Source: an optimization exercise on an open RTL-to-GDS flow (aim: small area, a short achievable clock period and few clock cycles). Production flows keep margins and buffers that such runs may drop. At most, simulation tests tie the RTL to the original design; equivalence was not proved. No activity file was given, so power comes from the tool's default toggle rates.

== JK ==
==> flow/design.v <==
module codec_core (
    input             clk,
    input             rst,
    input             cmd_valid,
    output            cmd_ready,
    input      [7:0]  cmd_opc,
    input      [4:0]  cmd_width,
    input      [15:0] cmd_len,
    input      [15:0] cmd_count,
    input             in_valid,
    output            in_ready,
    input      [15:0] in_data,
    output            out_valid,
    input             out_ready,
    output     [15:0] out_data,
    output            done,
    output            err,
    output     [3:0]  err_code,
    output     [15:0] err_info
);
    reg        busy;       
    reg        fin;        
    reg        skip;       
    reg [1:0]  fam;        
    reg        dir;        
    reg [4:0]  w;          
    reg [3:0]  p;          
    reg [3:0]  amt;        
    reg [15:0] in_left;    
    reg [15:0] cnt;        
    reg [15:0] W0;         
    reg        ld;         
    reg        tl;         
    reg        rn;         
    reg        inz, in1;   
    reg        cntz, cnt1; 
    reg        crs, need;  
    reg        err_r;
    reg        c_w;        
    reg        c_r;        
    reg        ov;
    reg [15:0] od;
    wire is_rle = ~fam[1] & ~fam[0];
    wire is_q   = fam[0];
    wire is_bp  = fam[1];
    wire enc = is_rle & ~dir;
    wire dec = is_rle &  dir;
    wire qd  = is_q   & ~dir;
    wire qu  = is_q   &  dir;
    wire pk  = is_bp  & ~dir;
    wire up  = is_bp  &  dir;
    wire work = busy & ~fin;
    wire room = ~ov | out_ready;
    wire [15:0] mask;      
    wire [15:0] gep;       
    genvar j;
    generate
        for (j = 0; j < 16; j = j + 1) begin : g_th
            assign mask[j] = w > j;
            assign gep[j]  = p <= j;
        end
    endgenerate
    wire [4:0]  sum   = {1'b0, p} + w;
    wire [4:0]  sum2  = {1'b0, sum[3:0]} + w;
    wire        left  = pk | qu;
    wire [15:0] m2    = up ? {16{~inz}} : left ? (mask & {16{~tl}}) : 16'hFFFF;
    wire [15:0] selw  = up ? (gep & {16{ld}}) : {16{enc | (dec & ~ld)}};
    wire [15:0] flip  = {qd, 5'd0, qu, 9'd0};
    wire [15:0] X     = (selw & W0) | (~selw & ((in_data & m2) ^ flip));
    wire [15:0] r1    = amt[0] ? {X[0],     X[15:1]}  : X;
    wire [15:0] r2    = amt[1] ? {r1[1:0],  r1[15:2]} : r1;
    wire [15:0] r4    = amt[2] ? {r2[3:0],  r2[15:4]} : r2;
    wire [15:0] R     = amt[3] ? {r4[7:0],  r4[15:8]} : r4;
    wire [15:0] bp_out = left ? ((gep & R) | (~gep & W0)) : (R & mask);
    wire bad  = |(in_data & ~mask);
    wire same = (in_data[7:0] == W0[7:0]) & ~cntz;
    wire [15:0] in_left_m1 = in_left - 16'd1;
    wire [15:0] cnt_m1     = cnt - 16'd1;
    wire        in_left2   = in_left == 16'd2;
    wire        cnt2       = cnt == 16'd2;
    wire wq = work & ~skip;
    wire rdy_a = work & ~inz & (skip | (up & cntz) | (dec & cntz));
    wire rdy_b = wq & ~inz & (is_q | (pk & ~tl) | (up & ~cntz & (~ld | crs)) |
                              (dec & ~cntz & (ld | cnt1)) | (enc & ~tl));
    wire in_rdy = rdy_a | (rdy_b & room);
    wire take   = in_valid & in_rdy;
    wire em_r  = wq & ((pk & tl) | (up & ~cntz & ((ld & ~crs) | inz)) | (dec & ~ld & ~cntz) |
                       (enc & (tl | ld)) | (enc & ~tl & ~ld & inz & rn));
    wire em_rv = wq & up & ~cntz & (~ld | crs) & ~inz;
    wire em_t  = wq & (is_q | (pk & ~tl & (crs | in1)) | (dec & ld & ~cntz));
    wire em_tb = wq & enc & ~tl & ~ld & rn;
    wire emit  = (room & (em_r | (em_rv & in_valid))) | (take & (em_t | (em_tb & ~same)));
    wire f_1  = (work & skip & inz) | (wq & ((is_q & inz) | (pk & ~tl & inz) | (up & cntz & inz) |
                                             (dec & ~ld & cntz & inz) | (enc & ~tl & ~ld & inz & ~rn)));
    wire f_v  = (work & skip & in1) | (wq & up & cntz & in1);
    wire f_t  = wq & ((is_q & in1) | (pk & ~tl & in1 & ~need) | (dec & ld & in1 & (cntz | cnt1)));
    wire f_r  = wq & ((pk & tl) | (up & ~cntz & cnt1 & inz) | (dec & ~ld & ~cntz & cnt1 & inz) |
                      (enc & ld & ~tl & inz & ~rn));
    wire f_rv = wq & up & ~cntz & cnt1 & (~ld | crs) & in1;
    wire finish = f_1 | (in_valid & f_v) | (take & f_t) | (room & (f_r | (f_rv & in_valid)));
    wire ecnt     = enc & (tl | ~ld);
    wire cmd_rdy  = ~busy & (~fin | room);
    wire cmd_fire = cmd_valid & cmd_rdy;
    wire wk       = wq;
    wire wbad     = cmd_width == 5'd0 || cmd_width > 5'd16;
    wire skip_c   = (cmd_opc[5] & wbad) | (~cmd_opc[5] & ~cmd_opc[4] & cmd_opc[1] & cmd_len[0]);
    wire e_brk   = take & ~same & wk & enc & ~tl & rn;
    wire e_tail  = room & wk & enc & ~tl & ~ld & inz & rn;
    wire e_start = take & wk & enc & ~rn;
    wire e_ext   = take & same & wk & enc & rn;
    wire d_load  = take & wk & dec & ~ld;
    wire c_dec   = (emit & wk & (up | dec)) | e_ext | (take & ~bad & wk & (qu | pk) & ~err_r);
    wire step    = (take & wk & pk & ~tl) | (emit & wk & up & ~cntz);
    always @(posedge clk) begin
        if (rst) begin
            busy   <= 1'b0;
            fin    <= 1'b0;
            ov     <= 1'b0;
        end else begin
            ov     <= emit | (ov & ~out_ready);
            if (cmd_fire)
                busy <= 1'b1;
            else if (work & finish)
                busy <= 1'b0;
            if (work & finish)
                fin <= 1'b1;
            else if (room)
                fin <= 1'b0;
        end
        if (emit)
            od <= ecnt ? {8'd0, ~cnt[7:0]} : bp_out;
        if (cmd_fire) begin
            fam   <= cmd_opc[5:4];
            dir   <= cmd_opc[1];
            w     <= cmd_opc[4] ? 5'd10 : cmd_opc[5] ? cmd_width : 5'd8;
            skip  <= skip_c;
            err_r <= skip_c;
            c_w   <= cmd_opc[5] & wbad;
            c_r   <= cmd_opc[5] | cmd_opc[4];
        end else if (take & ~skip & (qu | pk) & bad)
            err_r <= 1'b1;
        if (cmd_fire) begin
            in_left <= cmd_len;
            inz     <= cmd_len == 16'd0;
            in1     <= cmd_len == 16'd1;
        end else if (take) begin
            in_left <= in_left_m1;
            inz     <= in1;
            in1     <= in_left2;
        end
        if (cmd_fire) begin
            p    <= cmd_opc[4] ? 4'd6 : (~cmd_opc[5] & ~cmd_opc[1]) ? 4'd8 : 4'd0;
            amt  <= cmd_opc[4] ? (cmd_opc[1] ? 4'd10 : 4'd6) : (~cmd_opc[5] & ~cmd_opc[1]) ? 4'd8 : 4'd0;
            crs  <= cmd_width[4];
            need <= cmd_width[4] & (|cmd_width[3:0]);
        end else if (step) begin
            p    <= sum[3:0];
            amt  <= dir ? sum[3:0] : 4'd0 - sum[3:0];
            crs  <= sum2[4];
            need <= sum2[4] & (|sum2[3:0]);
        end
        if (cmd_fire) begin
            cnt  <= cmd_opc[5] ? (wbad ? ~{11'd0, cmd_width} : cmd_opc[1] ? cmd_count : 16'hFFFF) :
                    cmd_opc[4] ? 16'hFFFF : (cmd_opc[1] & cmd_len[0]) ? ~cmd_len : 16'd0;
            cntz <= ~cmd_opc[5] | (cmd_count == 16'd0);
            cnt1 <= cmd_opc[5] & (cmd_count == 16'd1);
        end else if (d_load) begin
            cnt  <= {8'd0, in_data[7:0]};
            cntz <= in_data[7:0] == 8'd0;
            cnt1 <= in_data[7:0] == 8'd1;
        end else if (e_start | e_brk) begin
            cnt  <= 16'h00FE;
            cntz <= 1'b0;
            cnt1 <= 1'b0;
        end else if (c_dec) begin
            cnt  <= cnt_m1;
            cntz <= cnt1;
            cnt1 <= cnt2;
        end
        if (cmd_fire)
            W0 <= 16'd0;
        else if (wk) begin
            if (pk) begin
                if (~tl & take)
                    W0 <= crs ? (R & ~gep) : bp_out;
            end else if (e_brk | e_tail)
                W0 <= {W0[7:0], in_data[7:0]};
            else if ((up & ~cntz & emit & (crs | ~ld)) |
                     (is_rle & take))
                W0 <= in_data & {16{~inz}};
        end
        if (cmd_fire) begin
            ld <= 1'b0;
            tl <= 1'b0;
            rn <= 1'b0;
        end else if (wk) begin
            if (pk) begin
                if (tl) begin
                    if (room) tl <= 1'b0;
                end else if (take & in1 & need)
                    tl <= 1'b1;
            end else if (up) begin
                if (~cntz & ~ld & emit)
                    ld <= ~crs;
            end else if (dec) begin
                if (take)
                    ld <= ~ld;
            end else if (enc) begin
                if (e_start)
                    rn <= 1'b1;
                else if (e_tail)
                    rn <= 1'b0;
                if (tl) begin
                    if (room) tl <= 1'b0;
                end else if (ld) begin
                    if (e_brk) tl <= 1'b1;
                    else if (room) ld <= 1'b0;
                end else if (e_brk | e_tail)
                    ld <= 1'b1;
            end
        end
    end
    assign cmd_ready = cmd_rdy;
    assign in_ready  = in_rdy;
    assign out_valid = ov;
    assign out_data  = od;
    assign done      = fin & room;
    assign err       = err_r;
    assign err_code  = {~c_w & c_r, 1'b0, c_w, ~c_w};
    assign err_info  = ~cnt;
endmodule
export LEC_CHECK = 0
export ABC_AREA = 1
export CAP_MARGIN = 20
export CORE_MARGIN = 2
export CORE_UTILIZATION = 40
export SLEW_MARGIN = 20
create_clock -name core_clock -period 5.0 [get_ports {clk}]
standard.sh (not shown) runs the stock make flow with config.mk's settings and CLKGATE_MAP_FILE= SYNTH_SCRIPT=/design/flow/synth_recipe.tcl, a recipe that flattens the netlist after the stock synthesis.
==> flow/flow/run.sh <==
#!/bin/bash
# Standard synthesis, then the standard ORFS layout steps with two changes:
# port buffers are buf_2 (not the platform's default delay buffer) and the
# resizer may swap cells across footprints.
set -euo pipefail
bash standard.sh synth > synth.log 2>&1
bash standard.sh "BUFFER_PORTS_ARGS=-buffer_cell sky130_fd_sc_hd__buf_2" \
    MATCH_CELL_FOOTPRINT=0 finish > layout.log 2>&1
## Diff of input files: MS against JK
==> flow/run.sh (new file) <==
#!/bin/bash
# synth_recipe.tcl (not shown) runs the flow's synth.tcl, then flattens the netlist and writes it again
# the make line also repeats each setting of config.mk as NAME=value (left out here)
make -C /OpenROAD-flow-scripts/flow DESIGN_CONFIG=/design/flow/config.mk WORK_HOME=/design/flow/orfs CLKGATE_MAP_FILE= SYNTH_SCRIPT=/design/flow/synth_recipe.tcl finish
removed: flow/flow/run.sh
removed: flow/standard.sh
--- outcome ---
Delta (MS minus JK): die span in x roughly the same, per-cell routed wire length rose by 1.2%.
For JK, the capture point of the worst path was cnt[11], unlike MS, where it was in_ready.
Between MS and JK, it is MS whose cell area is higher, by 520 sq um.
Function was not checked in any run of this note: the RTL went through the layout flow alone.

---

violet:
Another version of the RTL of codec_core (not shown whole).
Size in the first run: ~110 I/O pins, about 8300 µm² of cells after synthesis.
Settings: LEC_CHECK=0, ABC_AREA=1, CAP_MARGIN=20, CORE_MARGIN=2, CORE_UTILIZATION=40, SETUP_SLACK_MARGIN=2.5, SLEW_MARGIN=20, TNS_END_PERCENT=5; clock period 5.0 ns.
==> flow/flow/run.sh <==
#!/bin/bash
# Standard synthesis, then the standard ORFS layout steps, with buf_2 port
# buffers in place of the platform's default delay-cell buffers.
set -euo pipefail
bash standard.sh synth > synth.log 2>&1
bash standard.sh "BUFFER_PORTS_ARGS=-buffer_cell sky130_fd_sc_hd__buf_2" finish > layout.log 2>&1
The flow did not stop early for violet: all stages ran, and the layout cleared the timing, DRC and antenna checks.
Testbench counts of violet, summed over its fixed seeds: cycles 53,953.
Changes in quartz relative to violet:
Settings: swapping 2.5 for 2.4 in SETUP_SLACK_MARGIN.
==> notes.md <==
- Changes observed in quartz relative to violet: count of multi-input combinational gates saw little to no change, routing usage on met3 went up by 0.15 points, combinational power about even.
- Relative to violet, the area overhead of the layout relative to synthesis of quartz is lower by 2.9 points.
- On sequential standard cell area, quartz and violet are neck and neck.
- Between quartz and violet, power is lower for quartz, violet comes in above that.
- Diff violet -> quartz: utilization moved down, total wire length after detailed routing moved down, post-CTS setup buffer count moved down.
- Global-route usage: quartz < violet
## Diff of input files: xenon against quartz
Settings: CTS_BUF_LIST newly set to sky130_fd_sc_hd__clkbuf_8; CTS_CLUSTER_DIAMETER newly set to 25.
Notes after the runs:
quartz -> xenon: area of the die delta 0, exact match. Core utilization: higher on quartz. Per the comparison of xenon with quartz, overall power decreased by 0.00019 W relative to the old numbers; instance count on the critical path increased by 7 relative to the old numbers; actual slew at the worst max-slew pin decreased by 0.081 ns relative to the old numbers; wire length decreased by about 1.6% relative to the old numbers. xenon against quartz: post-layout instance area shows a reduction of 190 µm²; met1 routed wirelength after detailed routing shows no meaningful change; sequential share of layout area shows an increase of 0.48 points. Of quartz and xenon, xenon shows the higher worst hold slack across all endpoints, with quartz below it. Any difference in number of flip-flops and latches between xenon and quartz is small enough to ignore. Of the two values seen for class of the most critical setup path, reg -> reg was produced by xenon and in -> out by quartz.
Relative to xenon, the following input files were edited for lagoon:
Settings: swapping sky130_fd_sc_hd__clkbuf_8 for sky130_fd_sc_hd__clkbuf_8 sky130_fd_sc_hd__clkbuf_16 in CTS_BUF_LIST; clearing CTS_CLUSTER_DIAMETER, which used to be 25.
Findings:
- Summary of the comparison: area taken by multi-input logic gates is higher in lagoon, relative to xenon.
- Met1 demand-to-capacity share in global routing: lagoon vs xenon up 0.31 points
- For post-placement setup slack, xenon and lagoon come out practically identical.
- The library cell contributing the largest single delay on the critical path comes out sky130_fd_sc_hd__edfxtp_1 in one run and sky130_fd_sc_hd__a21oi_4 in the other, namely in xenon and lagoon respectively.

---

## north
Another version of the RTL of codec_core (not shown whole).
Size in the first run: ~1300 cells after synthesis, about 110 I/O pins, roughly 8400 um2 of cells after synthesis.
==> flow/config.mk <==
export PLATFORM = sky130hd
export DESIGN_NAME = codec_core
export DESIGN_NICKNAME = codec_core
export VERILOG_FILES = /design/flow/design.v
export SDC_FILE = /design/flow/constraint.sdc
export NUM_CORES = 4
export LEC_CHECK = 0
export ABC_AREA = 1
export CAP_MARGIN = 20
export CORE_MARGIN = 2
export CORE_UTILIZATION = 40
export SETUP_SLACK_MARGIN = 2.6
export SLEW_MARGIN = 20
export TNS_END_PERCENT = 5
==> flow/constraint.sdc <==
create_clock -name core_clock -period 5.0 [get_ports {clk}]
set_input_delay 1.0000 -clock core_clock [delete_from_list [all_inputs] [get_ports {clk}]]
set_output_delay 1.0000 -clock core_clock [all_outputs]
set_load 0.01 [all_outputs]
run.sh (not shown) runs the stock make flow with config.mk's settings and CLKGATE_MAP_FILE= SYNTH_SCRIPT=/design/flow/synth_recipe.tcl, a recipe that flattens the netlist after the stock synthesis.
Stock flow here: none of the scripts above is used.
Testbench counts of north, summed over its fixed seeds: cycles 53,953.
Modified inputs, south compared to north
# north
export LEC_CHECK = 0
export ABC_AREA = 1
export CAP_MARGIN = 20
export CORE_MARGIN = 2
export CORE_UTILIZATION = 40
export SETUP_SLACK_MARGIN = 2.6
export SLEW_MARGIN = 20
export TNS_END_PERCENT = 5
create_clock -name core_clock -period 5.0 [get_ports {clk}]
# south
export LEC_CHECK = 0
export ABC_AREA = 1
export CAP_MARGIN = 20
export CORE_MARGIN = 2
export CORE_UTILIZATION = 40
export PLACE_DENSITY = 0.75
export SETUP_SLACK_MARGIN = 2.4
export SLEW_MARGIN = 20
export TNS_END_PERCENT = 5
create_clock -name core_clock -period 5.0 [get_ports {clk}]
==> flow/flow/run.sh (new file) <==
#!/bin/bash
# Standard synthesis, then the standard ORFS layout steps, with buf_2 port
# buffers in place of the platform's default delay-cell buffers.
set -euo pipefail
bash standard.sh synth > synth.log 2>&1
bash standard.sh "BUFFER_PORTS_ARGS=-buffer_cell sky130_fd_sc_hd__buf_2" finish > layout.log 2>&1
==> flow/standard.sh (new file) <==
#!/bin/bash
# synth_recipe.tcl (not shown) runs the flow's synth.tcl, then flattens the netlist and writes it again
# the make line also repeats each setting of config.mk as NAME=value (left out here)
make -C /OpenROAD-flow-scripts/flow DESIGN_CONFIG=/design/flow/config.mk WORK_HOME=/design/flow/orfs CLKGATE_MAP_FILE= SYNTH_SCRIPT=/design/flow/synth_recipe.tcl "${@:-finish}"
removed: flow/run.sh
## What came out
Every run (north and south) finished clean. Between north and south, the sequential cell area in the final layout does not differ in any meaningful way. In the metrics for north and south, the one carrying the higher slew of the pin with the lowest slew margin is north. The top layer reached by signal wires comes out met5 in one run and met4 in the other, namely in south and north respectively. Of north and south, the lower total met2 wirelength after detailed routing belongs to south.
Input changes introduced in east (baseline for comparison: south):
# south
export LEC_CHECK = 0
export ABC_AREA = 1
export CAP_MARGIN = 20
export CORE_MARGIN = 2
export CORE_UTILIZATION = 40
export PLACE_DENSITY = 0.75
export SETUP_SLACK_MARGIN = 2.4
export SLEW_MARGIN = 20
export TNS_END_PERCENT = 5
create_clock -name core_clock -period 5.0 [get_ports {clk}]
# east
export LEC_CHECK = 0
export ABC_AREA = 1
export CAP_MARGIN = 20
export CORE_MARGIN = 2
export CORE_UTILIZATION = 40
export SETUP_SLACK_MARGIN = 2.4
export SLEW_MARGIN = 20
export TNS_END_PERCENT = 5
create_clock -name core_clock -period 5.0 [get_ports {clk}]
east finished end to end and its layout was clean on timing, DRC and antenna. Worst setup slack, south and east: lower on south. [compare] base=south new=east: clock network fraction of total power has increased, ratio of total power to cell area went down by 2.5%, shortest clock period the worst path allows after layout went down by 0.13 ns, post-route worst hold slack now larger, buffers plus inverters on the worst setup path down 3. Compared with south, east shows a lower portion of total power attributed to combinational logic. east vs south: wire length of the first global-routing pass up by a few percent. Per the comparison of east with south, fmax +about 4.6%; design area +1.3%; maximum single-stage delay on the critical path +0.13 ns. Launch point of the critical path: p[0] -> south, w[0] -> east.
The following lists how west was set up differently from east:
# east
export LEC_CHECK = 0
export ABC_AREA = 1
export CAP_MARGIN = 20
export CORE_MARGIN = 2
export CORE_UTILIZATION = 40
export SETUP_SLACK_MARGIN = 2.4
export SLEW_MARGIN = 20
export TNS_END_PERCENT = 5
create_clock -name core_clock -period 5.0 [get_ports {clk}]
# west
export LEC_CHECK = 0
export ABC_AREA = 1
export CAP_MARGIN = 20
export CORE_MARGIN = 2
export CORE_UTILIZATION = 40
export SETUP_SLACK_MARGIN = 2.5
export SLEW_MARGIN = 20
create_clock -name core_clock -period 5.0 [get_ports {clk}]
==> flow/flow/run.sh <==
#!/bin/bash
# Standard synthesis, then the standard ORFS layout steps with two changes:
# port buffers are buf_2 (not the platform's default delay buffer) and the
# resizer may swap cells across footprints.
set -euo pipefail
bash standard.sh synth > synth.log 2>&1
bash standard.sh "BUFFER_PORTS_ARGS=-buffer_cell sky130_fd_sc_hd__buf_2" \
    MATCH_CELL_FOOTPRINT=0 finish > layout.log 2>&1
Results
Final weighted congestion of routability-driven global placement of west falls short of that of east slightly.
Clock group share of total power is higher on east
Higher count of inverters not on the clock network in the layout among east and west: west
The capture point of the critical path comes out od[9] in one run and mB in the other, namely in west and east respectively.
east → west: final clock skew decreased 0.0069 ns, register-to-register slack decreased 0.23 ns, global-route track usage on met2 increased 1.9 points, net switching power figure increased 17%, HPWL after detailed placement decreased 78 um.
For the number of instances resized during post-cts repair, west came in 97% higher than east did.
First-pass GRT wire length: west higher than east
west does worse than east on routed wire length.
The following lists how middle was set up differently from west:
==> flow/run.sh (new file) <==
#!/bin/bash
# synth_recipe.tcl (not shown) runs the flow's synth.tcl, then flattens the netlist and writes it again
# the make line also repeats each setting of config.mk as NAME=value (left out here)
make -C /OpenROAD-flow-scripts/flow DESIGN_CONFIG=/design/flow/config.mk WORK_HOME=/design/flow/orfs CLKGATE_MAP_FILE= SYNTH_SCRIPT=/design/flow/synth_recipe.tcl finish
removed: flow/flow/run.sh
removed: flow/standard.sh
Notes after the runs:
middle: done, clean on timing, DRC and antenna
Comparing cell area after layout for west and middle, the smaller number came from west.
Of middle and west, it is middle that has the lower combinational cell fraction of total power.
Going from west to middle, layout-stage area growth over the synthesis result has increased, relative contribution of sequential cells to total power has increased.
Comparing middle against west, there is no change at all in number of max-capacitance violations reported.
Against west, middle comes in 17 lower on post-CTS repair timing setup buffer count.
Against west, via count in middle fell slightly.

==> afterwards: timing with drivers on the ports <==
Ports are ideal in the flow. The routed layouts listed here were re-timed in OpenROAD.
Step 1: set_driving_cell puts a clkbuf_16 on clk and a buf_2 on each other input, an assumption about the parent block.
Step 2 times the ports against the registers' clock, not the clock port: input delays grow and output delays shrink by t, the midpoint of the rising clock arrivals with the driver on.
a / b / c = ideal ports / drivers / drivers and shift; a / b = the first two.
run | t (ns) | setup slack, ns | hold slack, ns | worst data-port slew with drivers (ns) | pins driven straight from the clock port
JK | 0.412 | 1.369 / 1.369 / 1.217 | 0.493 / 0.493 / 0.493 | 0.06 | 1
MS | 0.412 | 1.378 / 1.329 / 1.188 | 0.498 / 0.498 / 0.498 | 0.06 | 1
violet | 0.414 | 2.203 / 2.203 / 1.910 | 0.528 / 0.528 / 0.528 | 0.04 | 1
quartz | 0.417 | 2.172 / 2.150 / 1.856 | 0.525 / 0.525 / 0.525 | 0.04 | 1
xenon | 0.455 | 2.202 / 2.202 / 1.831 | 0.533 / 0.533 / 0.533 | 0.04 | 1
lagoon | 0.417 | 2.172 / 2.150 / 1.856 | 0.525 / 0.525 / 0.525 | 0.04 | 1
north | 0.413 | 2.113 / 2.124 / 1.712 | 0.498 / 0.498 / 0.498 | 0.06 | 1
south | 0.407 | 2.064 / 2.064 / 1.731 | 0.489 / 0.489 / 0.489 | 0.06 | 1
east | 0.419 | 2.193 / 2.175 / 1.828 | 0.515 / 0.515 / 0.515 | 0.06 | 1
west | 0.419 | 1.967 / 1.967 / 1.814 | 0.556 / 0.556 / 0.556 | 0.07 | 1
middle | 0.424 | 2.139 / 2.139 / 1.870 | 0.490 / 0.490 / 0.490 | 0.07 | 1
After both steps every run listed still meets setup and hold. For north, which loses most, drivers alone change the setup slack by +0.011 ns; drivers and shift together by -0.401 ns.
